From an optimization exercise on the open Yosys and OpenROAD flow, aimed at small area, a short achievable clock period and few clock cycles per item; shortcuts taken in it are not production practice.
No run shown here included a check of the RTL's function; only the layout flow was run.
Power and IR drop assume default switching activity.

==> flow/design.v <==
module gr_pe (
    input  wire       clk,
    input  wire       rst,
    input  wire       init,        
    input  wire       obs_valid,   
    input  wire [7:0] obs_rank,
    output reg  [2:0] k
);
    reg  [15:0] sum;
    reg  [7:0]  count;
    wire [15:0] sum_next = sum + {8'd0, obs_rank};
    function [2:0] retune;
        input [15:0] s;
        begin
            if      (s[15]) retune = 3'd7;
            else if (s[14]) retune = 3'd6;
            else if (s[13]) retune = 3'd5;
            else if (s[12]) retune = 3'd4;
            else if (s[11]) retune = 3'd3;
            else if (s[10]) retune = 3'd2;
            else if (s[9])  retune = 3'd1;
            else            retune = 3'd0;
        end
    endfunction
    always @(posedge clk) begin
        if (rst || init) begin
            k     <= 3'd3;
            sum   <= 16'd0;
            count <= 8'd0;
        end else if (obs_valid) begin
            if (count == 8'd255) begin
                k     <= retune(sum_next);
                sum   <= 16'd0;
                count <= 8'd0;
            end else begin
                sum   <= sum_next;
                count <= count + 8'd1;
            end
        end
    end
endmodule
module gr_encoder (
    input  wire        clk,
    input  wire        rst,
    input  wire        in_valid,
    output wire        in_ready,
    input  wire        in_eos,
    input  wire [7:0]  in_rank,
    output reg         out_valid,
    input  wire        out_ready,
    output reg  [31:0] out_word,
    output reg         out_last
);
    wire [8:0]  in_sym = in_eos ? 9'd256 : {1'b0, in_rank};
    reg         bv;
    reg  [8:0]  bq;           
    reg  [7:0]  btail;        
    reg  [5:0]  bqk;          
    reg         beos;
    reg  [30:0] acc;          
    reg  [4:0]  cnt;          
    reg  [2:0]  zc;           
    reg         flush;        
    wire [2:0]  k;
    wire        a_eos  = in_eos;
    wire [8:0]  a_q    = in_sym >> k;
    wire [6:0]  a_r    = in_sym[6:0] & ((7'd1 << k) - 7'd1);
    wire [5:0]  a_qk   = a_q[5:0] + {3'd0, k} + 6'd1;
    wire [5:0]  pos5   = {1'b0, cnt} + {1'b0, bq[4:0]};
    wire        zstep  = (bq[8:5] != 4'd0) || pos5[5];
    wire [3:0]  zw     = bq[8:5] + {3'd0, pos5[5]};         
    wire [5:0]  tot    = {1'b0, cnt} + bqk;
    wire        wfull  = tot[5];
    wire [7:0]  t0     = btail;
    wire [8:0]  t1     = pos5[0] ? {t0, 1'b0}  : {1'b0, t0};
    wire [10:0] t2     = pos5[1] ? {t1, 2'd0}  : {2'd0, t1};
    wire [14:0] t3     = pos5[2] ? {t2, 4'd0}  : {4'd0, t2};
    wire [22:0] t4     = pos5[3] ? {t3, 8'd0}  : {8'd0, t3};
    wire [38:0] t5     = pos5[4] ? {t4, 16'd0} : {16'd0, t4};
    wire [38:0] comb   = {8'd0, acc & {31{!zstep}}} | t5;
    wire        zfit   = !(pos5[4] && pos5[3]) && !beos;
    wire        free   = !out_valid || out_ready;
    wire        zbusy  = (zc != 3'd0);
    wire        oslot  = free && !zbusy;                    
    wire        pk_out = flush || zstep || wfull || beos;   
    wire        pk_go  = (flush || bv) && (!pk_out || oslot);
    wire        bdone  = pk_go && !flush && (!zstep || zfit);
    wire        pk_goc = (flush || bv) && (!pk_out || (!out_valid && !zbusy));
    assign in_ready = !bv || (pk_goc && !flush && (!zstep || zfit));
    wire        bload  = in_valid && in_ready;
    gr_pe u_pe (
        .clk       (clk),
        .rst       (rst),
        .init      (bload && a_eos),
        .obs_valid (bload && !a_eos),
        .obs_rank  (in_rank),
        .k         (k)
    );
    always @(posedge clk) begin
        if (rst)
            bv <= 1'b0;
        else if (bload)
            bv <= 1'b1;
        else if (bdone)
            bv <= 1'b0;
    end
    always @(posedge clk) begin
        if (bload) begin
            bq    <= a_q;
            btail <= {a_r, 1'b1};
            bqk   <= a_qk;
            beos  <= a_eos;
        end else if (pk_go && !flush && zstep && !zfit) begin
            bq    <= 9'd0;
            bqk   <= bqk - bq[5:0];
        end
    end
    always @(posedge clk) begin
        if (rst) begin
            acc       <= 31'd0;
            cnt       <= 5'd0;
            zc        <= 3'd0;
            flush     <= 1'b0;
            out_valid <= 1'b0;
        end else begin
            if (out_ready)
                out_valid <= 1'b0;
            if (zbusy && free) begin
                out_valid <= 1'b1;
                out_word  <= 32'd0;
                out_last  <= 1'b0;
                zc        <= zc - 3'd1;
            end
            if (pk_go) begin
                if (flush) begin
                    out_valid <= 1'b1;
                    out_word  <= {1'b0, acc};
                    out_last  <= 1'b1;
                    acc       <= 31'd0;
                    cnt       <= 5'd0;
                    flush     <= 1'b0;
                end else if (zstep) begin
                    out_valid <= 1'b1;
                    out_word  <= {1'b0, acc};
                    out_last  <= 1'b0;
                    acc       <= zfit ? comb[30:0] : 31'd0;
                    cnt       <= zfit ? tot[4:0] : pos5[4:0];
                    zc        <= zw[2:0] - 3'd1;
                end else if (wfull) begin
                    out_valid <= 1'b1;
                    out_word  <= comb[31:0];
                    out_last  <= beos && (tot[4:0] == 5'd0);
                    acc       <= {24'd0, comb[38:32]};
                    cnt       <= tot[4:0];
                    flush     <= beos && (tot[4:0] != 5'd0);
                end else if (beos) begin
                    out_valid <= 1'b1;
                    out_word  <= comb[31:0];
                    out_last  <= 1'b1;
                    acc       <= 31'd0;
                    cnt       <= 5'd0;
                end else begin
                    acc <= comb[30:0];
                    cnt <= tot[4:0];
                end
            end
        end
    end
endmodule
module gr_decoder (
    input  wire        clk,
    input  wire        rst,
    input  wire        in_valid,
    output wire        in_ready,
    input  wire [31:0] in_word,
    output reg         out_valid,
    input  wire        out_ready,
    output wire [7:0]  out_rank,
    output reg         out_eos
);
    localparam W = 16;
    reg  [31:0] w0, w1;       
    reg         v0, v1;       
    reg         wp;           
    reg  [5:0]  p;            
    reg  [8:0]  qacc;         
    reg  [W-2:0] o_win;
    reg  [3:0]  o_tz;
    reg  [7:0]  o_q;
    reg  [2:0]  o_k;
    reg  [2:0]  k;
    reg  [7:0]  count;
    reg  [15:0] sum;
    reg         obs;          
    reg         retune;       
    reg         clr;          
    wire        full  = v0 && v1;
    assign in_ready = !full;
    wire        push  = in_valid && !full;
    wire        free  = !out_valid || out_ready;
    wire        cur   = p[5];
    wire        cv    = cur ? v1 : v0;           
    wire        nv    = cur ? v0 : v1;           
    wire [4:0]  po    = p[4:0];
    wire [63:0] ring  = {w1, w0};
    wire [46:0] l5;
    wire [30:0] l4;
    wire [22:0] l3;
    wire [18:0] l2;
    wire [16:0] l1;
    wire [W-1:0] raw, win;
    genvar gi;
    generate
        for (gi = 0; gi < 47; gi = gi + 1) begin : g_l5
            assign l5[gi] = p[5] ? ring[(gi + 32) % 64] : ring[gi];
        end
        for (gi = 0; gi < 31; gi = gi + 1) begin : g_l4
            assign l4[gi] = p[4] ? l5[gi + 16] : l5[gi];
        end
        for (gi = 0; gi < 23; gi = gi + 1) begin : g_l3
            assign l3[gi] = p[3] ? l4[gi + 8] : l4[gi];
        end
        for (gi = 0; gi < 19; gi = gi + 1) begin : g_l2
            assign l2[gi] = p[2] ? l3[gi + 4] : l3[gi];
        end
        for (gi = 0; gi < 17; gi = gi + 1) begin : g_l1
            assign l1[gi] = p[1] ? l2[gi + 2] : l2[gi];
        end
        for (gi = 0; gi < W; gi = gi + 1) begin : g_l0
            assign raw[gi] = p[0] ? l1[gi + 1] : l1[gi];
            assign win[gi] = raw[gi] && (nv || (po <= 5'd31 - gi));
        end
    endgenerate
    reg  [W-1:0] first;
    reg  [3:0]  tz;
    integer fi, fb;
    always @(*) begin
        for (fi = 0; fi < W; fi = fi + 1)
            first[fi] = win[fi] && ((win & ((16'd1 << fi) - 16'd1)) == 16'd0);
        for (fb = 0; fb < 4; fb = fb + 1) begin
            tz[fb] = 1'b0;
            for (fi = 0; fi < W; fi = fi + 1)
                if ((fi >> fb) & 1)
                    tz[fb] = tz[fb] | first[fi];
        end
    end
    wire        found = (win != {W{1'b0}});
    wire [6:0]  lim_s = 7'd31 - {2'd0, po} - {4'd0, k};    
    wire [3:0]  lim_w = 4'd15 - {1'b0, k};
    wire [9:0]  thr   = (10'd256 >> k) - {1'b0, qacc};       
    reg  [W-1:0] m_s, m_fit, m_lo;
    integer mi;
    always @(*)
        for (mi = 0; mi < W; mi = mi + 1) begin
            m_s[mi]   = !lim_s[6] && (lim_s[5:0] >= mi);
            m_fit[mi] = (mi <= lim_w) && (nv || m_s[mi]);
            m_lo[mi]  = !thr[9] && (thr > mi);
        end
    wire        fit   = (win & m_fit) != {W{1'b0}};
    wire        in_s  = (win & m_s) != {W{1'b0}};
    wire        d_eos = (win & m_lo) == {W{1'b0}};
    wire        lo0   = (win[7:0] == 8'd0);
    wire [5:0]  p_k   = p + {3'd0, k} + 6'd1;
    wire [5:0]  p_fit = p_k + {2'd0, tz};
    wire [5:0]  p_8   = p + 6'd8;
    wire        zfull = nv || (po <= 5'd16);
    wire [5:0]  p_z   = zfull ? p + 6'd16 : {!cur, 5'd0};
    wire [5:0]  z     = zfull ? 6'd16 : 6'd32 - {1'b0, po};
    wire [9:0]  q_8   = {1'b0, qacc} + 10'd8;
    wire [9:0]  q_z   = {1'b0, qacc} + {4'd0, z};
    wire        go    = cv && !retune;
    wire        emit  = go && fit && free;
    wire        zrun  = go && !fit && (!found || lo0);
    wire        dropx = emit && d_eos;
    wire        drop2 = dropx && !in_s;                  
    wire        sel_fit = emit && !d_eos;
    wire [9:0]  qz    = found ? q_8 : q_z;
    wire [5:0]  p_zr  = found ? p_8 : p_z;
    wire [5:0]  p_drp = drop2 ? {cur, 5'd0} : {!cur, 5'd0};
    wire [5:0]  p_erl = dropx ? p_drp : (zrun ? p_zr : p);
    wire [5:0]  p_d   = sel_fit ? p_fit : p_erl;
    wire        clr_c = dropx || (sel_fit && (p_fit[5] != cur))
                        || (zrun && (p_zr[5] != cur));
    wire        clr0  = cur ? drop2 : clr_c;
    wire        clr1  = cur ? clr_c : drop2;
    always @(posedge clk) begin
        if (rst) begin
            v0 <= 1'b0;
            v1 <= 1'b0;
            wp <= 1'b0;
            p  <= 6'd0;
        end else begin
            p  <= p_d;
            v0 <= (v0 && !clr0) || (push && !wp);
            v1 <= (v1 && !clr1) || (push && wp);
            if (push)
                wp <= !wp;
        end
    end
    always @(posedge clk) begin
        if (push && !wp)
            w0 <= in_word;
        if (push && wp)
            w1 <= in_word;
    end
    always @(posedge clk) begin
        if (rst) begin
            qacc      <= 9'd0;
            out_valid <= 1'b0;
        end else begin
            if (out_ready)
                out_valid <= 1'b0;
            if (emit) begin
                out_valid <= 1'b1;
                qacc      <= 9'd0;
            end else if (zrun) begin
                qacc      <= qz[8] ? 9'd256 : qz[8:0];
            end
        end
    end
    always @(posedge clk) begin
        if (emit) begin
            o_win   <= win[W-1:1];
            o_tz    <= tz;
            o_q     <= qacc[7:0] + {4'd0, tz};
            o_k     <= k;
            out_eos <= d_eos;
        end
    end
    wire [W-2:0] o_u   = o_win >> o_tz;
    wire [6:0]  o_r    = o_u[6:0] & ((7'd1 << o_k) - 7'd1);
    assign out_rank = out_eos ? 8'd0 : ((o_q << o_k) | {1'b0, o_r});
    wire [15:0] sum_next = sum + {8'd0, out_rank};
    wire [7:0]  count_c  = clr ? 8'd0 : count;
    function [2:0] retune_k;
        input [15:0] s;
        begin
            if      (s[15]) retune_k = 3'd7;
            else if (s[14]) retune_k = 3'd6;
            else if (s[13]) retune_k = 3'd5;
            else if (s[12]) retune_k = 3'd4;
            else if (s[11]) retune_k = 3'd3;
            else if (s[10]) retune_k = 3'd2;
            else if (s[9])  retune_k = 3'd1;
            else            retune_k = 3'd0;
        end
    endfunction
    always @(posedge clk) begin
        if (rst) begin
            k      <= 3'd3;
            count  <= 8'd0;
            sum    <= 16'd0;
            obs    <= 1'b0;
            retune <= 1'b0;
            clr    <= 1'b0;
        end else begin
            clr    <= dropx;
            obs    <= emit && !d_eos;
            retune <= emit && !d_eos && (count_c == 8'd255);
            count  <= count_c + {7'd0, emit && !d_eos};
            if (dropx)
                k <= 3'd3;
            else if (obs && retune)
                k <= retune_k(sum_next);
            if (clr || (obs && retune))
                sum <= 16'd0;
            else if (obs)
                sum <= sum_next;
        end
    end
endmodule
module gr_codec (
    input  wire        clk,
    input  wire        rst,
    input  wire        enc_in_valid,
    output wire        enc_in_ready,
    input  wire        enc_in_eos,
    input  wire [7:0]  enc_in_rank,
    output wire        enc_out_valid,
    input  wire        enc_out_ready,
    output wire [31:0] enc_out_word,
    output wire        enc_out_last,
    input  wire        dec_in_valid,
    output wire        dec_in_ready,
    input  wire [31:0] dec_in_word,
    output wire        dec_out_valid,
    input  wire        dec_out_ready,
    output wire [7:0]  dec_out_rank,
    output wire        dec_out_eos
);
    gr_encoder u_enc (
        .clk       (clk),
        .rst       (rst),
        .in_valid  (enc_in_valid),
        .in_ready  (enc_in_ready),
        .in_eos    (enc_in_eos),
        .in_rank   (enc_in_rank),
        .out_valid (enc_out_valid),
        .out_ready (enc_out_ready),
        .out_word  (enc_out_word),
        .out_last  (enc_out_last)
    );
    gr_decoder u_dec (
        .clk       (clk),
        .rst       (rst),
        .in_valid  (dec_in_valid),
        .in_ready  (dec_in_ready),
        .in_word   (dec_in_word),
        .out_valid (dec_out_valid),
        .out_ready (dec_out_ready),
        .out_rank  (dec_out_rank),
        .out_eos   (dec_out_eos)
    );
endmodule
==> flow/run.sh <==
#!/bin/bash
# synth_recipe.tcl (not shown) runs the flow's synth.tcl, then flattens the netlist and writes it again
# the make line also repeats each setting of config.mk as NAME=value (left out here)
make -C /OpenROAD-flow-scripts/flow DESIGN_CONFIG=/design/flow/config.mk WORK_HOME=/design/flow/orfs CLKGATE_MAP_FILE= SYNTH_SCRIPT=/design/flow/synth_recipe.tcl finish
==> flow/config.mk <==
export PLATFORM = sky130hd
export DESIGN_NAME = gr_codec
export DESIGN_NICKNAME = gr_codec
export VERILOG_FILES = /design/flow/design.v
export SDC_FILE = /design/flow/constraint.sdc
export NUM_CORES = 4
export LEC_CHECK = 0
export CAP_MARGIN = 20
export CORE_MARGIN = 2
export CORE_UTILIZATION = 40
export PLACE_DENSITY = 0.6
export SETUP_SLACK_MARGIN = 5
export SLEW_MARGIN = 20
==> flow/constraint.sdc <==
create_clock -name core_clock -period 10.0 [get_ports {clk}]
set_input_delay 2.0000 -clock core_clock [delete_from_list [all_inputs] [get_ports {clk}]]
set_output_delay 2.0000 -clock core_clock [all_outputs]
set_load 0.01 [all_outputs]
==> results.yml, run 1 <==
status:
  status: "finished clean"
placement:
  dp_hpwl_um: 38900
  dpl.cell_count: 2738
  io_buffers: 92
  post_dp_cell_area_um2: 20100
  place_congestion: 0.922
worst_setup_path:
  reg2reg_depth: 24
  required_ns: 10.48
  start_kind: "register"
  end_kind: "register"
  cp_data_arrival_time_ns: 5.50
  path_max_fanout: 7
  crit_type: "register to register"
logic_synthesis:
  syn_area_per_cell_um2: 8.80
  yosysSeqAreaShare_pct: 36.7
  yosysMostFrequentCell: "a21oi_1"
  synth-edff-count: 151
  synth_largest_area_cell: "edfxtp_1"
  ys_ff_latch: 269
  yosys.area.top_type_share_pct: 24.1
  syn_inst: 2137
  yosysWarnings: 3
  synth.cell_area_um2: 18800
  synthArstFlopShare_pct: 0
  yosys_most_used_dff: "edfxtp_1"
  syn_nets: 2281
  synth_cell_types: 101
  ys_top_cells_by_area: "edfxtp_1 (24%), dfxtp_1 (13%), a21oi_1 (5.9%)"
  synth_common_cells: "a21oi_1 (223), nor2_1 (221), nand2_1 (159)"
sta:
  max_freq_mhz: 199
  finalCriticalPeriod_ns: 5.02
  grt_setup_unrepaired: "true"
  finalSetupViolCount: 0
  slew_viol_final: 0
  fin_skew_ns: 0.0109
  fin_hold_ws_ns: 0.461
  finalCritPeriodShare_pct: 50.2
  hold_viol_final: 0
  tns_ns: 0
  slew_headroom_pct: 35.9
  tightest_slew_ns: 0.960
layout:
  instances_no_fill: 2881
  design_area_um2: 22700
  area_growth_pct: 20.6
  drive_gt1_share_pct: 15.4
  finish.net_count: 2393
  n_antenna_cell: 0
detailed_routing:
  routedWlPerCell_um: 19.5
  dr.pass1.iters: 6
  num_vias: 16931
  drc: 0
  drt-initial-drc-count: 1433
  wl_um: 56100
  ant_nets: 0
  avgViaCountPerCell: 5.88
global_routing:
  grt_pass1_wl_um: 89400
  grt_max_degree: 64
  antenna_found_initial: 2
  grt_use_met3_pct: 2.88
  grt_util_met2_pct: 35.1
  grt.met1_usage_pct: 31.8
  grt-busiest-layer: "met2"
  grtUsageTotal_pct: 22.1
  first_global_vias: 16148
  grt_overflow: 0
floorplan:
  start_util_pct: 40.5
  io_pins: 93
  die_w_um: 221
  fp.dieArea_um2: 48800
  die_y_um: 221
  core.rowCount: 79
  core_um2: 46500
clock_tree:
  cts-root-buf: "clkbuf_16"
  cts_buffers: 31
  clk_path_buf_depth: 3
  clkTransAtPathRegs_ns: 0.06
  h-tree-depth: 1
  holdBufCountCts: 0
  cts_sinks: 269
  clock_latency_ns: 0.60
  cts_tree: "done"
min_path:
  hold_class: "register to register"
  hold_depth: 2
job:
  maxCapViolations: 0
pwr:
  powerDensity_nw_per_um2: 238
  finalPower_mw: 5.39
  peakVddDrop_uv: 195
  p_leak_nw: 8.41
==> critical path, stage by stage (launching register included) <==
cell and delay [ns]:
dfxtp_4 0.38, buf_6 0.13, buf_16 0.15, mux2i_4 0.19, mux4_2 0.53, a22oi_2 0.27, o21ai_2 0.11, buf_4 0.15
a2111oi_4 0.41, nand3b_1 0.12, a31oi_1 0.17, o21a_1 0.16, o21ai_2 0.06, a21oi_2 0.19, o21ai_1 0.09, ha_1 0.32
inv_2 0.05, ha_4 0.15, a21o_1 0.20, a21oi_4 0.21, nor2b_1 0.09, o21a_1 0.20, o31ai_4 0.20, a21boi_2 0.09
mux2_4 0.29
==> what timing repair did <==
| action | CTS | global route |
|---|---|---|
| gates resized for setup | 127 | 73 |
| setup buffers | 58 | 20 |
| cloned | 5 | 2 |
| setup endpoints to repair | 101 | 35 |
| pin swaps | 29 | 32 |
==> placed cells by master, fill, tap and decap left out, drive strengths merged, types with 23 or more instances in the layout <==
master	instances
a21oi	223
nor2	221
nand2	159
edfxtp	151
o21ai	131
dfxtp	118
buf	103
inv	91
clkdlybuf4s50	84
ha	84
mux2i	80
nor3	61
xnor2	56
a22oi	54
clkbuf	53
nand3	50
nor2b	31
nand2b	29
xor2	29
a21o	28
a211oi	27
a31oi	26
and3	24
o211ai	23
==> metal layers <==
layer | share of wire, % | vias to the layer above
met4 | 2.2 | 4
met1 | 46 | 8134
li1 | - | 8134
met3 | 6.1 | 93
met5 | 0.048 | -
met2 | 46 | 566
==> path summary, 6_finish.rpt <==
path	startpoint	to	slack (ns)
setup / recovery	u_dec.p[5]$_SDFFE_PP0P_	u_dec.p[5]$_SDFFE_PP0P_	4.98
hold / removal	u_enc.u_pe.sum[7]$_SDFFE_PP0P_	u_enc.u_pe.sum[7]$_SDFFE_PP0P_	0.46
setup reg to reg	u_dec.p[5]$_SDFFE_PP0P_	u_dec.p[5]$_SDFFE_PP0P_	4.98
hold reg to reg	u_enc.u_pe.sum[7]$_SDFFE_PP0P_	u_enc.u_pe.sum[7]$_SDFFE_PP0P_	0.46
==> sequential cells by signal, indices dropped and copies added (netlist names), 3 cells and up <==
name / flops
u_enc.bq: 9
u_dec.count: 8
u_dec.w1: 32
u_dec.w0: 32
u_enc.acc: 31
u_enc.cnt: 5
u_enc.u_pe.count: 8
u_enc.u_pe.sum: 16
u_dec.sum: 16
u_dec.o_k: 3
u_dec.o_tz: 4
u_enc.u_pe.k: 3
u_enc.btail: 7
u_dec.k: 3
u_dec.o_win: 15
u_dec.o_q: 8
u_enc.out_word: 32
u_dec.qacc: 9
u_enc.zc: 3
u_enc.bqk: 6
u_dec.p: 6
==> where the power goes <==
group	internal, mW	switching (mW)
combinational	1.12	1.61
sequential	1.40	0.124
clock	0.670	0.470
total	3.19	2.20
==> logic make-up after synthesis <==
kind of cell    Yosys count  share of synthesized area [%]
simple gates            695                           17.9
buf+inv                 213                           4.77
xor+xnor                 85                           4.00
fa+ha+maj                98                           7.02
flops                   269                           36.7
mux                     111                           6.78
compound gates          666                           22.9
==> metrics by stage <==
step	utilization, %	worst slack [ns]
4_1_cts	47.8	4.87
3_5_place_dp	43.3	3.57
6_report	48.8	4.98
3_3_place_gp	43.3	3.78
5_1_grt	48.8	4.83
2_1_floorplan	-	5.21
==> area by class of cell <==
class / instances / area, µm²
clock buffers: 49 / 940
multi-input cells: 1656 / 11800
inverters: 95 / 368
well taps: 607 / 759
repair buffers: 195 / 1840
clock inverters: 9 / 87.6
fillers: 4389 / 23800
flip-flops and latches: 269 / 6920
repair inverters: 1 / 5.00
==> run 2, diff against run 1 <==
--- a/flow/design.v
+++ b/flow/design.v
@@ -261,7 +261,17 @@
     wire        d_eos = (win & m_lo) == {W{1'b0}};
     wire        lo0   = (win[7:0] == 8'd0);
     wire [5:0]  p_k   = p + {3'd0, k} + 6'd1;
-    wire [5:0]  p_fit = p_k + {2'd0, tz};
+    reg  [5:0]  p_fit;
+    reg  [5:0]  p_ki;
+    integer pi, pb;
+    always @(*) begin
+        p_fit = 6'd0;
+        for (pi = 0; pi < W; pi = pi + 1) begin
+            p_ki  = p_k + pi;
+            for (pb = 0; pb < 6; pb = pb + 1)
+                p_fit[pb] = p_fit[pb] | (first[pi] & p_ki[pb]);
+        end
+    end
     wire [5:0]  p_8   = p + 6'd8;
     wire        zfull = nv || (po <= 5'd16);
     wire [5:0]  p_z   = zfull ? p + 6'd16 : {!cur, 5'd0};
--- a/flow/config.mk
+++ b/flow/config.mk
@@ -5,6 +5,7 @@
 export SDC_FILE = /design/flow/constraint.sdc
 export NUM_CORES = 4
 export LEC_CHECK = 0
+export ABC_AREA = 1
 export CAP_MARGIN = 20
 export CORE_MARGIN = 2
 export CORE_UTILIZATION = 40
==> results.yml, run 2 <==
clock_tree:
  h-tree-depth: 1
  cts_sinks: 269
  cts_tree: "done"
  cts_buffers: 31
  clkTransAtPathRegs_ns: 0.06
  clk_path_buf_depth: 3
  cts-root-buf: "clkbuf_16"
  clock_latency_ns: 0.61
  holdBufCountCts: 0
global_routing:
  first_global_vias: 18059
  grt_overflow: 0
  grtUsageTotal_pct: 22.9
  antenna_found_initial: 0
  grt_pass1_wl_um: 95200
  grt_max_degree: 59
sta:
  hold_viol_final: 0
  tightest_slew_ns: 0.982
  max_freq_mhz: 197
  slew_headroom_pct: 34.4
  finalSetupViolCount: 0
  fin_skew_ns: 0.0143
  grt_setup_unrepaired: "true"
  tns_ns: 0
  slew_viol_final: 0
  finalCriticalPeriod_ns: 5.07
  finalCritPeriodShare_pct: 50.7
detailed_routing:
  avgViaCountPerCell: 5.46
  drc: 0
  dr.pass1.iters: 5
  ant_nets: 0
  drt-initial-drc-count: 1537
  num_vias: 19179
  wl_um: 59100
  routedWlPerCell_um: 16.8
logic_synthesis:
  yosysWarnings: 3
  ys_top_cells_by_area: "edfxtp_1 (23%), nand2_1 (13%), dfxtp_1 (12%)"
  synth_largest_area_cell: "edfxtp_1"
  yosys.area.top_type_share_pct: 23.0
  synth_cell_types: 64
  synthArstFlopShare_pct: 0
  yosys_most_used_dff: "edfxtp_1"
  syn_area_per_cell_um2: 7.17
  synth.cell_area_um2: 19700
  syn_inst: 2750
  synth-edff-count: 151
  ys_ff_latch: 269
  yosysSeqAreaShare_pct: 35.0
  synth_common_cells: "nand2_1 (690), nand3_1 (298), inv_1 (257)"
  yosysMostFrequentCell: "nand2_1"
  syn_nets: 2902
worst_setup_path:
  required_ns: 8.00
  path_max_fanout: 4
  start_kind: "register"
  r2r_end: "u_dec.o_q[4]$_DFFE_PP_"
  rrSetupSlack_ns: 5.36
  r2r-start: "u_dec.p[3]$_SDFFE_PP0P_"
  reg2reg_depth: 23
  cp_data_arrival_time_ns: 3.07
  crit_type: "register to output port"
  end_kind: "output port"
pwr:
  clkPwrFrac_pct: 18.5
  comb_power_share_pct: 56.9
  peakVddDrop_uv: 151
  p_int_mw: 3.31
  swShare_pct: 48.1
  p_seq_share_pct: 24.6
  p_switching_mw: 3.06
  p_leak_nw: 9.71
  powerDensity_nw_per_um2: 280
floorplan:
  fp.dieArea_um2: 51100
  die_w_um: 226
  core.rowCount: 81
  start_util_pct: 40.4
  core_um2: 48700
  io_pins: 93
  die_y_um: 226
layout:
  design_area_um2: 22700
  final_common_cell: "nand2_1"
  drive_gt1_share_pct: 8.14
  area_growth_pct: 15.3
  finish.net_count: 2977
  n_antenna_cell: 0
  reg_top3: "u_dec.w0: 32 flops, u_dec.w1: 32 flops, u_enc.out_word: 32 flops"
  layout_common_cells: "nand2_1 (684), nand3_1 (298), inv_1 (250)"
placement:
  place_congestion: 0.928
  io_buffers: 92
  post_dp_cell_area_um2: 21100
  dp_hpwl_um: 43100
min_path:
  hold_path_end: "u_dec.count[3]$_SDFF_PP0_"
  hold_depth: 1
  hold_class: "register to register"
  hold_start: "u_dec.count[3]$_SDFF_PP0_"
status:
  status: "finished clean"
job:
  maxCapViolations: 0
==> run 2: per-layer routing <==
metal / routed length [µm] / track usage [%] / part of all wire (%) / up-vias
met1: 26800 / 31.7 / 45 / 8956
met4: 1420 / 6.45 / 2.4 / 0
met2: 27300 / 37.9 / 46 / 614
met3: 3590 / 2.67 / 6.1 / 110
li1: - / - / - / 9499
met5: 0 / 0 / 0 / -
==> run 2: timing repair <==
| action | CTS | global route |
|---|---|---|
| gates cloned | 2 | 2 |
| setup buffers | 20 | 19 |
| resized for setup | 37 | 41 |
| pin swaps | 8 | 10 |
| endpoints found under the setup margin | 26 | 28 |
==> run 2: worst max-delay path by stage <==
stage | end | startpoint | cells past startpoint
after floorplan | u_enc.bq[0]$_SDFFCE_PN0P_ | enc_out_ready | 10
after global placement | enc_in_ready | u_enc.bq[2]$_SDFFCE_PN0P_ | 13
after detailed placement | enc_in_ready | u_enc.bq[2]$_SDFFCE_PN0P_ | 13
after CTS | enc_in_ready | u_enc.bq[0]$_SDFFCE_PN0P_ | 13
after global routing | enc_in_ready | u_enc.bq[0]$_SDFFCE_PN0P_ | 13
final | enc_in_ready | u_enc.bq[0]$_SDFFCE_PN0P_ | 13
==> run 2: power groups by stage <==
| stage | logic (mW) | clock network, mW | registers [mW] |
|---|---|---|---|
| CTS | 3.49 | 1.21 | 1.56 |
| finish | 3.63 | 1.17 | 1.57 |
| global route | 4.02 | 1.25 | 1.59 |
| floorplan | 2.33 | 0 | 1.57 |
| detailed placement | 3.37 | 0 | 1.60 |
| global placement | 3.36 | 0 | 1.59 |
==> run 2: final cells by class <==
cell class	instances	area, µm²
flip-flops and latches	269	6900
repair buffers	151	1390
multi-input cells	2084	11400
inverters	286	1100
clock inverters	21	228
repair inverters	2	12.5
fillers	4909	26000
well taps	664	831
clock buffers	37	828
==> run 2: cell families after synthesis <==
kind of cell / synth area share [%]
AND/OR/NAND/NOR: 29.7
AO/OA/AOI/OAI: 15.9
buffers and inverters: 8.14
flip-flops: 35.0
adder cells (fa/ha/maj): 7.08
XOR/XNOR: 3.78
multiplexers: 0.457
==> run 2: critical path, stage by stage, from the launching register on <==
cell	delay (ns)
edfxtp_1	0.43
ha_4	0.19
fa_2	0.35
a21oi_2	0.13
o21ai_1	0.08
xnor2_1	0.23
buf_6	0.16
clkinvlp_4	0.13
a21oi_4	0.20
inv_2	0.08
a21oi_4	0.16
nand2_4	0.09
nand2_1	0.08
buf_2	0.13
==> run 2: stage by stage <==
stage               cells  utilization, %  hold WS (ns)  setup slack (ns)  power, mW
floorplan            2750               -         0.422              5.59       3.91
global placement     3413            43.3         0.434              4.34       4.95
detailed placement   3413            43.3         0.455              4.29       4.96
CTS                  3493            46.0         0.464              4.86       6.27
global route         3514            46.6         0.488              4.82       6.85
finish               3514            46.6         0.471              4.93       6.37
==> run 3, diff against run 2 <==
--- a/flow/design.v
+++ b/flow/design.v
@@ -85,8 +85,7 @@
     wire        pk_out = flush || zstep || wfull || beos;   
     wire        pk_go  = (flush || bv) && (!pk_out || oslot);
     wire        bdone  = pk_go && !flush && (!zstep || zfit);
-    wire        pk_goc = (flush || bv) && (!pk_out || (!out_valid && !zbusy));
-    assign in_ready = !bv || (pk_goc && !flush && (!zstep || zfit));
+    assign in_ready = !bv || bdone;
     wire        bload  = in_valid && in_ready;
     gr_pe u_pe (
         .clk       (clk),
==> results.yml, run 3 <==
worst_setup_path:
  r2r_end: "u_enc.acc[10]$_SDFFE_PP0P_"
  end_kind: "output port"
  crit_chain: "ha_4 > nand2_2 > nand2_2 > a31oi_4 > nor2_1 > nor2_1 > o21bai_2 > xnor2_2 > nand3_2 > nand2_2 > o21ai_4 > nor2_4 > buf_6 > nand2_4 > nand2_4 > buf_6"
  max_stage_delay_ns: 0.45
  reg2reg_depth: 37
  path_max_fanout: 4
  rrSetupSlack_ns: 5.08
  r2r-start: "u_enc.bqk[2]$_DFFE_PP_"
  crit_type: "register to output port"
  slowest_stage: "edfxtp_1"
  cpMostUsedCell: "nand2_2"
  required_ns: 8.00
  start_kind: "register"
  cp_data_arrival_time_ns: 3.02
logic_synthesis:
  synth-edff-count: 151
  synthArstFlopShare_pct: 0
  synth_largest_area_cell: "edfxtp_1"
  syn_area_per_cell_um2: 7.25
  yosys_most_used_dff: "edfxtp_1"
  yosysWarnings: 3
  yosysMostFrequentCell: "nand2_1"
  yosysSeqAreaShare_pct: 34.3
  syn_nets: 2925
  synth_cell_types: 70
  yosys.area.top_type_share_pct: 22.6
  synth_common_cells: "nand2_1 (648), nand3_1 (284), inv_1 (276)"
  ys_top_cells_by_area: "edfxtp_1 (23%), nand2_1 (12%), dfxtp_1 (12%)"
  syn_inst: 2773
  synth.cell_area_um2: 20100
  ys_ff_latch: 269
global_routing:
  first_global_vias: 18230
  grt_overflow: 0
  grtUsageTotal_pct: 21.9
  grt_pass1_wl_um: 94500
  antenna_found_initial: 0
  grt_max_degree: 57
clock_tree:
  clock_latency_ns: 0.61
  h-tree-depth: 1
  holdBufCountCts: 0
  cts_buffers: 31
  clk_path_buf_depth: 3
  cts_sinks: 269
  cts_tree: "done"
  cts-root-buf: "clkbuf_16"
  clkTransAtPathRegs_ns: 0.06
min_path:
  hold_depth: 2
  hold_class: "register to register"
  hold_path_end: "u_enc.u_pe.sum[0]$_SDFFE_PP0P_"
  hold_start: "u_enc.u_pe.sum[0]$_SDFFE_PP0P_"
detailed_routing:
  dr.pass1.iters: 6
  wl_um: 59800
  ant_nets: 0
  num_vias: 19423
  drc: 0
  avgViaCountPerCell: 5.44
  drt-initial-drc-count: 1537
  routedWlPerCell_um: 16.8
sta:
  fin_skew_ns: 0.0163
  finalCriticalPeriod_ns: 5.02
  finalSetupViolCount: 0
  tns_ns: 0
  slew_headroom_pct: 33.7
  finalCritPeriodShare_pct: 50.2
  grt_setup_unrepaired: "true"
  max_freq_mhz: 199
  fin_hold_ws_ns: 0.473
  fin_ws_ns: 4.98
  tightest_slew_ns: 0.992
  hold_viol_final: 0
  slew_viol_final: 0
placement:
  dp_hpwl_um: 42200
  place_congestion: 0.943
  place_ws_ns: 4.10
  io_buffers: 92
  post_dp_cell_area_um2: 21400
  dpl.cell_count: 3434
pwr:
  peakVddDrop_uv: 172
  powerDensity_nw_per_um2: 262
  swShare_pct: 47.7
  clkPwrFrac_pct: 18.6
  p_int_mw: 3.20
  p_switching_mw: 2.91
  p_seq_share_pct: 24.7
  comb_power_share_pct: 56.8
  p_leak_nw: 9.94
layout:
  n_antenna_cell: 0
  finish.net_count: 3023
  layout_common_cells: "nand2_1 (639), nand3_1 (283), inv_1 (264)"
  drive_gt1_share_pct: 10.4
  reg_top3: "u_dec.w0: 32 flops, u_dec.w1: 32 flops, u_enc.out_word: 32 flops"
  final_common_cell: "nand2_1"
  instances_no_fill: 3568
  design_area_um2: 23400
  area_growth_pct: 16.3
floorplan:
  io_pins: 93
  die_y_um: 228
  core.rowCount: 82
  core_um2: 49900
  fp.dieArea_um2: 52000
  die_w_um: 228
  start_util_pct: 40.3
job:
  maxCapViolations: 0
status:
  status: "finished clean"
run 3: changes by cell type after synthesis, moves of 6 or more:
cell / previous run / this run
nand3_1: 298 / 284
nor2_4: 5 / 11
nor3_1: 44 / 36
buf_6: 7 / 17
inv_1: 257 / 276
a32oi_1: 0 / 6
o21ai_1: 14 / 21
a22oi_1: 42 / 60
nor2_1: 223 / 250
a31oi_1: 18 / 12
o21ai_0: 177 / 162
nand2_2: 6 / 12
o22ai_1: 41 / 47
nand2_1: 690 / 648
run 3: worst max-delay path by stage:
stage,from,endpoint,slack [ns],cells after the start
after global placement,enc_out_ready,enc_in_ready,4.07,10
final,u_enc.bqk[2]$_DFFE_PP_,enc_in_ready,4.98,16
after detailed placement,enc_out_ready,enc_in_ready,4.10,10
after global routing,u_enc.bqk[2]$_DFFE_PP_,enc_in_ready,4.85,16
after CTS,enc_out_ready,u_enc.acc[27]$_SDFFE_PP0P_,4.91,31
after floorplan,enc_out_ready,enc_in_ready,5.27,8
run 3: cell families after synthesis:
kind of cell | count (synthesis) | share of synthesized area (%)
compound gates | 549 | 16.1
xor+xnor | 93 | 4.09
fa+ha+maj | 105 | 6.95
buf+inv | 424 | 8.90
flops | 269 | 34.3
mux | 11 | 0.548
simple gates | 1322 | 29.1
run 3: metal layers:
metal | vias up | track usage, % | routed length [µm]
met5 | - | 0 | 0
met4 | 0 | 5.80 | 1440
met3 | 104 | 3.09 | 3990
met2 | 601 | 35.7 | 27300
met1 | 9113 | 30.5 | 27100
li1 | 9605 | - | -
run 3: worst max-delay path, delay by kind of cell (launching register included):
family | cells | cell delay (ns)
and+or+nand+nor | 9 | 0.85
buffers and inverters | 2 | 0.22
adders and majority gates | 1 | 0.29
DFF | 1 | 0.45
AOI/OAI and AO/OA | 3 | 0.38
xor gates and xnor gates | 1 | 0.22
run 3: layout make-up:
class / count / area, µm²
clock buffers: 35 / 791
clock inverters: 23 / 211
fillers: 4980 / 26500
inverters: 305 / 1200
multi-input cells: 2082 / 11700
flip-flops and latches: 269 / 6900
well taps: 672 / 841
repair buffers: 179 / 1680
repair inverters: 3 / 17.5
run 3: timing repair:
item | in CTS | in global routing
resized for setup | 35 | 80
cloned | 4 | 3
endpoints found under the setup margin | 17 | 64
pin swaps | 10 | 25
setup buffers | 34 | 35
run 3: metrics by stage:
| stage | utilization [%] | total power [mW] |
|---|---|---|
| floorplan | - | 3.74 |
| CTS | 45.6 | 5.96 |
| global route | 46.9 | 6.56 |
| global placement | 42.8 | 4.66 |
| detailed placement | 42.8 | 4.70 |
| finish | 46.9 | 6.11 |
run 3: power groups by stage:
stage               Combinational, mW  Clock (mW)  Sequential, mW
detailed placement               3.16           0            1.54
floorplan                        2.21           0            1.53
global route                     3.82        1.21            1.53
finish                           3.47        1.13            1.51
CTS                              3.29        1.16            1.51
global placement                 3.12           0            1.54
==> run 4, diff against run 3 <==
--- a/flow/design.v
+++ b/flow/design.v
@@ -61,7 +61,13 @@
     reg  [4:0]  cnt;          
     reg  [2:0]  zc;           
     reg         flush;        
-    wire [2:0]  k;
+    reg  [2:0]  k;
+    reg  [7:0]  count;
+    reg  [15:0] sum;
+    reg  [7:0]  lr;           
+    reg         lrv;          
+    reg         retune;       
+    reg         clr;          
     wire        a_eos  = in_eos;
     wire [8:0]  a_q    = in_sym >> k;
     wire [6:0]  a_r    = in_sym[6:0] & ((7'd1 << k) - 7'd1);
@@ -85,16 +91,49 @@
     wire        pk_out = flush || zstep || wfull || beos;   
     wire        pk_go  = (flush || bv) && (!pk_out || oslot);
     wire        bdone  = pk_go && !flush && (!zstep || zfit);
-    assign in_ready = !bv || bdone;
+    assign in_ready = (!bv || bdone) && !retune;
     wire        bload  = in_valid && in_ready;
-    gr_pe u_pe (
-        .clk       (clk),
-        .rst       (rst),
-        .init      (bload && a_eos),
-        .obs_valid (bload && !a_eos),
-        .obs_rank  (in_rank),
-        .k         (k)
-    );
+    wire [15:0] sum_next = sum + {8'd0, lr};
+    wire [7:0]  count_c  = clr ? 8'd0 : count;
+    function [2:0] retune_k;
+        input [15:0] s;
+        begin
+            if      (s[15]) retune_k = 3'd7;
+            else if (s[14]) retune_k = 3'd6;
+            else if (s[13]) retune_k = 3'd5;
+            else if (s[12]) retune_k = 3'd4;
+            else if (s[11]) retune_k = 3'd3;
+            else if (s[10]) retune_k = 3'd2;
+            else if (s[9])  retune_k = 3'd1;
+            else            retune_k = 3'd0;
+        end
+    endfunction
+    always @(posedge clk) begin
+        if (rst) begin
+            k      <= 3'd3;
+            count  <= 8'd0;
+            sum    <= 16'd0;
+            lrv    <= 1'b0;
+            retune <= 1'b0;
+            clr    <= 1'b0;
+        end else begin
+            clr    <= bload && a_eos;
+            lrv    <= bload && !a_eos;
+            retune <= bload && !a_eos && (count_c == 8'd255);
+            count  <= count_c + {7'd0, bload && !a_eos};
+            if (bload && a_eos)
+                k <= 3'd3;
+            else if (lrv && retune)
+                k <= retune_k(sum_next);
+            if (clr || (lrv && retune))
+                sum <= 16'd0;
+            else if (lrv)
+                sum <= sum_next;
+        end
+    end
+    always @(posedge clk)
+        if (bload)
+            lr <= in_rank;
     always @(posedge clk) begin
         if (rst)
             bv <= 1'b0;
--- a/flow/config.mk
+++ b/flow/config.mk
@@ -5,7 +5,6 @@
 export SDC_FILE = /design/flow/constraint.sdc
 export NUM_CORES = 4
 export LEC_CHECK = 0
-export ABC_AREA = 1
 export CAP_MARGIN = 20
 export CORE_MARGIN = 2
 export CORE_UTILIZATION = 40
==> results.yml, run 4 <==
clock_tree:
  cts_tree: "done"
  clk_path_buf_depth: 3
  cts_buffers: 35
  holdBufCountCts: 0
  h-tree-depth: 2
  clkTransAtPathRegs_ns: 0.06
  clock_latency_ns: 0.56
  cts_sinks: 280
  cts-root-buf: "clkbuf_16"
status:
  status: "finished clean"
logic_synthesis:
  ys_ff_latch: 280
  synth_common_cells: "nor2_1 (247), a21oi_1 (194), nand2_1 (162)"
  ys_top_cells_by_area: "edfxtp_1 (24%), dfxtp_1 (12%), ha_1 (5.9%)"
  synthArstFlopShare_pct: 0
  syn_nets: 2486
  yosys.area.top_type_share_pct: 23.5
  yosysSeqAreaShare_pct: 35.4
  synth.cell_area_um2: 20300
  yosys_most_used_dff: "edfxtp_1"
  synth_cell_types: 108
  synth_largest_area_cell: "edfxtp_1"
  syn_area_per_cell_um2: 8.71
  synth-edff-count: 159
  yosysWarnings: 2
  syn_inst: 2333
  yosysMostFrequentCell: "nor2_1"
layout:
  finish.net_count: 2585
  n_antenna_cell: 0
  drive_gt1_share_pct: 12.7
  final_common_cell: "nor2_1"
  reg_top3: "u_dec.w0: 32 flops, u_dec.w1: 32 flops, u_enc.out_word: 32 flops"
  layout_common_cells: "nor2_1 (235), a21oi_1 (186), nand2_1 (159), edfxtp_1 (159), o21ai_0 (139)"
  fillers: 4753
  area_growth_pct: 18.6
worst_setup_path:
  cp_num_buf_inv: 2
  critPathTopFamily: "compound AO/OA/AOI/OAI gates"
  end_kind: "output port"
  required_ns: 8.00
  r2r-start: "u_dec.k[2]$_SDFFE_PP0P_"
  crit_cells: 12
  start_kind: "register"
  slowest_stage: "edfxtp_1"
  crit_type: "register to output port"
  timing.critical_path.from: "u_enc.bqk[1]$_DFFE_PP_"
  cp_data_arrival_time_ns: 3.19
  reg2reg_depth: 18
  crit_chain: "ha_1 > a21o_1 > a21oi_2 > o21bai_1 > a21oi_2 > xnor2_4 > nor3_4 > o22ai_2 > buf_6 > or3_4 > a21oi_4 > buf_6"
  max_stage_delay_ns: 0.40
  rrSetupSlack_ns: 5.04
  path_max_fanout: 3
pwr:
  peakVddDrop_uv: 240
  p_leak_nw: 9.02
  powerDensity_nw_per_um2: 301
floorplan:
  fp.dieArea_um2: 52600
  die_y_um: 229
  die_w_um: 229
  start_util_pct: 40.5
  core.rowCount: 82
  io_pins: 93
  core_um2: 50200
sta:
  tightest_slew_ns: 1.01
  grt_setup_unrepaired: "true"
  tns_ns: 0
  fin_hold_ws_ns: 0.466
  finalSetupViolCount: 0
  finalCriticalPeriod_ns: 5.19
  fin_skew_ns: 0.0180
  finalCritPeriodShare_pct: 51.9
  slew_headroom_pct: 32.9
  hold_viol_final: 0
  slew_viol_final: 0
  max_freq_mhz: 193
  fin_ws_ns: 4.81
global_routing:
  grt_max_degree: 52
  grt_pass1_wl_um: 98200
  antenna_found_initial: 0
  first_global_vias: 17777
  grtUsageTotal_pct: 23.1
  grt_overflow: 0
job:
  maxCapViolations: 0
detailed_routing:
  num_vias: 18813
  dr.pass1.iters: 8
  wl_um: 63000
  routedWlPerCell_um: 20.1
  drc: 0
  avgViaCountPerCell: 6.01
  drt-initial-drc-count: 1862
  ant_nets: 0
min_path:
  hold_start: "u_enc.sum[6]$_SDFFE_PP0P_"
  hold_depth: 2
  hold_class: "register to register"
placement:
  place_ws_ns: 3.58
  io_buffers: 92
  dp_hpwl_um: 44400
  place_congestion: 0.956
## run 4: cell count changes after synthesis, moves of 38 or more
cell,delta
mux2i_1,+104
xnor2_1,+42
nand3_1,-208
clkbuf_1,+38
nand2_1,-486
nor2b_1,+39
inv_1,-169
## run 4: final timing paths
kind / end
setup / recovery: enc_in_ready
hold / removal: u_enc.sum[6]$_SDFFE_PP0P_
setup reg to reg: u_dec.count[4]$_SDFF_PP0_
hold reg to reg: u_enc.sum[6]$_SDFFE_PP0P_
## run 4: power by group
group	total (mW)	switching, mW	internal (mW)
clock network	1.25	0.517	0.736
registers	1.63	0.146	1.49
logic	4.36	2.78	1.58
## run 4: worst min-delay path: stages (launching register included)
cell and delay (ns):
dfxtp_1 0.31, nand2_1 0.06, a21oi_1 0.05
## run 4: cells by family (layout without fill, tap and decap cells)
group / Yosys count / after routing / synth area share (%)
flops: 280 / 280 / 35.4
fa+ha+maj: 106 / 106 / 6.94
mux: 142 / 142 / 7.74
xor+xnor: 104 / 104 / 4.52
simple gates: 745 / 745 / 17.7
buf+inv: 251 / 375 / 4.98
compound gates: 705 / 705 / 22.7
## run 4: through the flow
step / instances / util (%) / power [mW] / instance area [µm²]
2_1_floorplan: 2333 / - / 4.20 / 20300
3_5_place_dp: 2995 / 43.4 / 5.45 / 21800
3_3_place_gp: 2995 / 43.4 / 5.42 / 21800
4_1_cts: 3102 / 47.2 / 7.02 / 23700
5_1_grt: 3129 / 48.0 / 7.67 / 24100
6_report: 3129 / 48.0 / 7.25 / 24100
## run 4: repair_timing
item / 4_1_cts / 5_1_grt
gates cloned: 2 / 0
setup buffers: 43 / 27
pin swaps: 20 / 16
setup endpoints to repair: 108 / 31
gates resized for setup: 90 / 46
## run 4: cell type report
cell class              count  area (µm²)  share of cell area (%)
clock inverters            18         201                   0.836
repair buffers            199        1850                    7.68
clock buffers              44         950                    3.94
flip-flops and latches    280        7220                    30.0
multi-input cells        1802       12600                    52.2
well taps                 672         841                    3.49
inverters                 114         455                    1.89
## run 4: per-layer routing
| layer | up-vias | track usage, % | wire length, µm |
|---|---|---|---|
| met2 | 725 | 36.6 | 28400 |
| li1 | 8881 | - | - |
| met4 | 0 | 7.85 | 2250 |
| met3 | 141 | 3.45 | 4140 |
| met5 | - | 0 | 0 |
| met1 | 9066 | 32.1 | 28300 |
==> run 5, diff against run 4 <==
--- a/flow/design.v
+++ b/flow/design.v
@@ -299,17 +299,7 @@
     wire        d_eos = (win & m_lo) == {W{1'b0}};
     wire        lo0   = (win[7:0] == 8'd0);
     wire [5:0]  p_k   = p + {3'd0, k} + 6'd1;
-    reg  [5:0]  p_fit;
-    reg  [5:0]  p_ki;
-    integer pi, pb;
-    always @(*) begin
-        p_fit = 6'd0;
-        for (pi = 0; pi < W; pi = pi + 1) begin
-            p_ki  = p_k + pi;
-            for (pb = 0; pb < 6; pb = pb + 1)
-                p_fit[pb] = p_fit[pb] | (first[pi] & p_ki[pb]);
-        end
-    end
+    wire [5:0]  p_fit = p_k + {2'd0, tz};
     wire [5:0]  p_8   = p + 6'd8;
     wire        zfull = nv || (po <= 5'd16);
     wire [5:0]  p_z   = zfull ? p + 6'd16 : {!cur, 5'd0};
--- a/flow/config.mk
+++ b/flow/config.mk
@@ -5,9 +5,10 @@
 export SDC_FILE = /design/flow/constraint.sdc
 export NUM_CORES = 4
 export LEC_CHECK = 0
+export ABC_AREA = 1
 export CAP_MARGIN = 20
 export CORE_MARGIN = 2
 export CORE_UTILIZATION = 40
 export PLACE_DENSITY = 0.6
-export SETUP_SLACK_MARGIN = 5
+export SETUP_SLACK_MARGIN = 4
 export SLEW_MARGIN = 20
==> results.yml, run 5 <==
status:
  status: "finished clean"
layout:
  utilization_pct: 45.8
  reg_top3: "u_dec.w0: 32 flops, u_dec.w1: 32 flops, u_enc.out_word: 32 flops"
  fillers: 4946
  design_area_um2: 22400
  register_area_um2: 7200
  final_common_cell: "nand2_1"
  finish.net_count: 2972
  area_growth_pct: 13.4
  layout_common_cells: "nand2_1 (721), inv_1 (320), nand3_1 (319)"
  drive_gt1_share_pct: 5.36
  n_antenna_cell: 0
  multiInputGateArea_um2: 10800
detailed_routing:
  num_vias: 18543
  route.met2.wl_um: 24000
  wl_met1_um: 27000
  avgViaCountPerCell: 5.27
  dr.pass1.iters: 5
  routedWlPerCell_um: 15.7
  met3_length_um: 2880
  ant_nets: 0
  top_layer_used: "met5"
  drc: 0
  wl_um: 55300
  drt-initial-drc-count: 1347
logic_synthesis:
  synth-edff-count: 159
  synth.cell_area_um2: 19800
  synth_cell_types: 69
  yosysMostFrequentCell: "nand2_1"
  yosys.area.top_type_share_pct: 24.2
  ys_ff_latch: 280
  syn_inst: 2775
  synthArstFlopShare_pct: 0
  ys_top_cells_by_area: "edfxtp_1 (24%), nand2_1 (14%), dfxtp_1 (12%)"
  syn_nets: 2920
  yosysSeqAreaShare_pct: 36.4
  synth_largest_area_cell: "edfxtp_1"
  syn_area_per_cell_um2: 7.12
  yosysWarnings: 2
  yosys_most_used_dff: "edfxtp_1"
  synth_common_cells: "nand2_1 (723), inv_1 (323), nand3_1 (319)"
placement:
  io_buffers: 92
  place_ws_ns: 3.51
  dp_hpwl_um: 40600
  post_dp_cell_area_um2: 21100
  place_congestion: 0.950
floorplan:
  start_util_pct: 40.4
  core.rowCount: 81
  die_w_um: 226
  die_y_um: 226
  core_um2: 48800
  fp.dieArea_um2: 51200
  io_pins: 93
worst_setup_path:
  cp_data_arrival_time_ns: 3.79
  r2r_end: "u_dec.p[5]$_SDFFE_PP0P_"
  start_kind: "input pin"
  crit_type: "input pin to output port"
  required_ns: 8.00
  r2r-start: "u_dec.p[4]$_SDFFE_PP0P_"
  rrSetupSlack_ns: 4.48
  end_kind: "output port"
  path_max_fanout: 39
  reg2reg_depth: 28
pwr:
  swShare_pct: 42.3
  p_seq_share_pct: 29.9
  p_switching_mw: 2.16
  powerDensity_nw_per_um2: 229
  p_int_mw: 2.95
  comb_power_share_pct: 45.7
  p_leak_nw: 9.95
  peakVddDrop_uv: 138
  clkPwrFrac_pct: 24.4
sta:
  tns_ns: 0
  tightest_slew_ns: 1.07
  slew_viol_final: 0
  grt_setup_unrepaired: "true"
  fin_hold_ws_ns: 0.480
  fin_skew_ns: 0.0149
  finalSetupViolCount: 0
  hold_viol_final: 0
  slew_headroom_pct: 28.2
  finalCriticalPeriod_ns: 5.79
  finalCritPeriodShare_pct: 57.9
  max_freq_mhz: 173
  fin_ws_ns: 4.21
min_path:
  hold_start: "u_enc.sum[0]$_SDFFE_PP0P_"
  hold_depth: 2
  hold_path_end: "u_enc.sum[0]$_SDFFE_PP0P_"
  hold_class: "register to register"
clock_tree:
  cts_tree: "done"
  cts_sinks: 280
  cts_buffers: 35
  clk_path_buf_depth: 3
  holdBufCountCts: 0
  clkTransAtPathRegs_ns: 0.06
  clock_latency_ns: 0.55
  h-tree-depth: 2
  cts-root-buf: "clkbuf_16"
global_routing:
  antenna_found_initial: 1
  first_global_vias: 17240
  grt_max_degree: 58
  grt_pass1_wl_um: 89100
  grt_overflow: 0
  grtUsageTotal_pct: 21.6
job:
  maxCapViolations: 0
run 5: changes by cell type in the layout (fill, tap and decap cells not counted), sizes merged, moves of 19 or more:
cell	delta
o21ai	+38
nand2b	-22
a211oi	-19
xnor2	-56
inv	+228
nand3	+247
a31oi	-22
nand2	+571
a21oi	-68
a21o	-30
mux2i	-107
nor3	-35
nor2b	-39
buf	-81
run 5: metal layers:
| metal | up-vias | track usage, % |
|---|---|---|
| met5 | - | 0 |
| met4 | 2 | 6.39 |
| met3 | 90 | 3.29 |
| met2 | 496 | 33.4 |
| met1 | 8555 | 31.0 |
| li1 | 9400 | - |
run 5: area by class of cell:
cell class | instances | share of cell area [%]
repair buffers | 118 | 5.03
clock inverters | 21 | 0.861
clock buffers | 43 | 4.24
repair inverters | 1 | 0.0224
flip-flops and latches | 280 | 32.2
inverters | 347 | 5.88
well taps | 664 | 3.71
multi-input cells | 2044 | 48.1
run 5: how the worst max path moves through the flow:
stage | startpoint | to | slack (ns) | cells after the start
2_1_floorplan | enc_out_ready | enc_in_ready | 5.07 | 10
3_3_place_gp | enc_out_ready | enc_in_ready | 3.51 | 13
3_5_place_dp | enc_out_ready | enc_in_ready | 3.51 | 13
4_1_cts | u_enc.bq[2]$_SDFFCE_PN0P_ | enc_in_ready | 4.02 | 16
5_1_grt | u_dec.p[4]$_SDFFE_PP0P_ | u_dec.p[5]$_SDFFE_PP0P_ | 4.00 | 28
6_report | enc_out_ready | enc_in_ready | 4.21 | 13
run 5: per-stage QoR:
step	power [mW]	std cells
2_1_floorplan	3.12	2775
3_3_place_gp	3.77	3445
3_5_place_dp	3.81	3445
4_1_cts	5.10	3514
5_1_grt	5.49	3518
6_report	5.12	3518
run 5: kinds of logic (layout without fill, tap and decap cells):
| kind of cell | count (synthesis) | in the layout | share of synthesized area, % |
|---|---|---|---|
| flip-flops | 280 | 280 | 36.4 |
| AO/OA/AOI/OAI | 481 | 481 | 14.2 |
| AND/OR/NAND/NOR | 1395 | 1396 | 30.3 |
| multiplexers | 8 | 8 | 0.405 |
| adder cells (fa/ha/maj) | 98 | 98 | 6.70 |
| XOR/XNOR | 61 | 61 | 2.74 |
| buffers and inverters | 452 | 530 | 9.20 |
run 5: power by group through the flow:
stage | sequential (mW) | combinational [mW] | clock, mW
2_1_floorplan | 1.55 | 1.58 | 0
3_3_place_gp | 1.55 | 2.22 | 0
3_5_place_dp | 1.56 | 2.25 | 0
4_1_cts | 1.53 | 2.28 | 1.29
5_1_grt | 1.55 | 2.61 | 1.33
6_report | 1.53 | 2.34 | 1.25
run 5: repair_timing:
item,in CTS,in global routing
pin swaps,2,0
endpoints found under the setup margin,1,4
buffers inserted,3,4
gates resized for setup,7,11
gates cloned,2,0
run 5: critical path: stages:
cell,delay [ns]
clkdlybuf4s50_1,0.46
inv_1,0.05
a21oi_1,0.18
inv_1,0.08
nand2_1,0.08
o21ai_2,0.07
buf_12,0.20
nor2_4,0.12
nand2_1,0.08
nand2_1,0.11
inv_1,0.07
nor2_2,0.13
clkbuf_2,0.16

==> static timing again, ports no longer ideal <==
No port has a modelled driver above. Below, the same layouts with a new extraction and two added sets of constraints.
Step 1: set_driving_cell puts a clkbuf_16 on clk and a buf_2 on each other input, an assumption about the parent block.
Step 2, shift: input delay + t, output delay - t, t = (earliest + latest rising clock arrival at the registers) / 2. This alone moves slack from input paths to output paths.
a / b / c = no drivers / after step 1 / after step 2; a / b = the first two.
run | shift t [ns] | setup WS [ns] | hold WS [ns] | slew at the worst register clock pin (ns)
run 1 | 0.653 | 4.976 / 4.972 / 4.649 | 0.461 / 0.461 / 0.461 | 0.06 / 0.06
run 2 | 0.657 | 4.927 / 4.871 / 4.872 | 0.471 / 0.471 / 0.471 | 0.07 / 0.07
run 3 | 0.657 | 4.979 / 4.920 / 4.446 | 0.473 / 0.473 / 0.473 | 0.07 / 0.07
run 4 | 0.604 | 4.814 / 4.760 / 4.843 | 0.466 / 0.466 / 0.466 | 0.06 / 0.06
run 5 | 0.605 | 4.210 / 4.181 / 4.181 | 0.480 / 0.480 / 0.480 | 0.06 / 0.06
After both steps setup and hold are still met in every run listed. For run 3, which loses most, drivers alone change the setup slack by -0.059 ns; drivers and shift together by -0.533 ns.
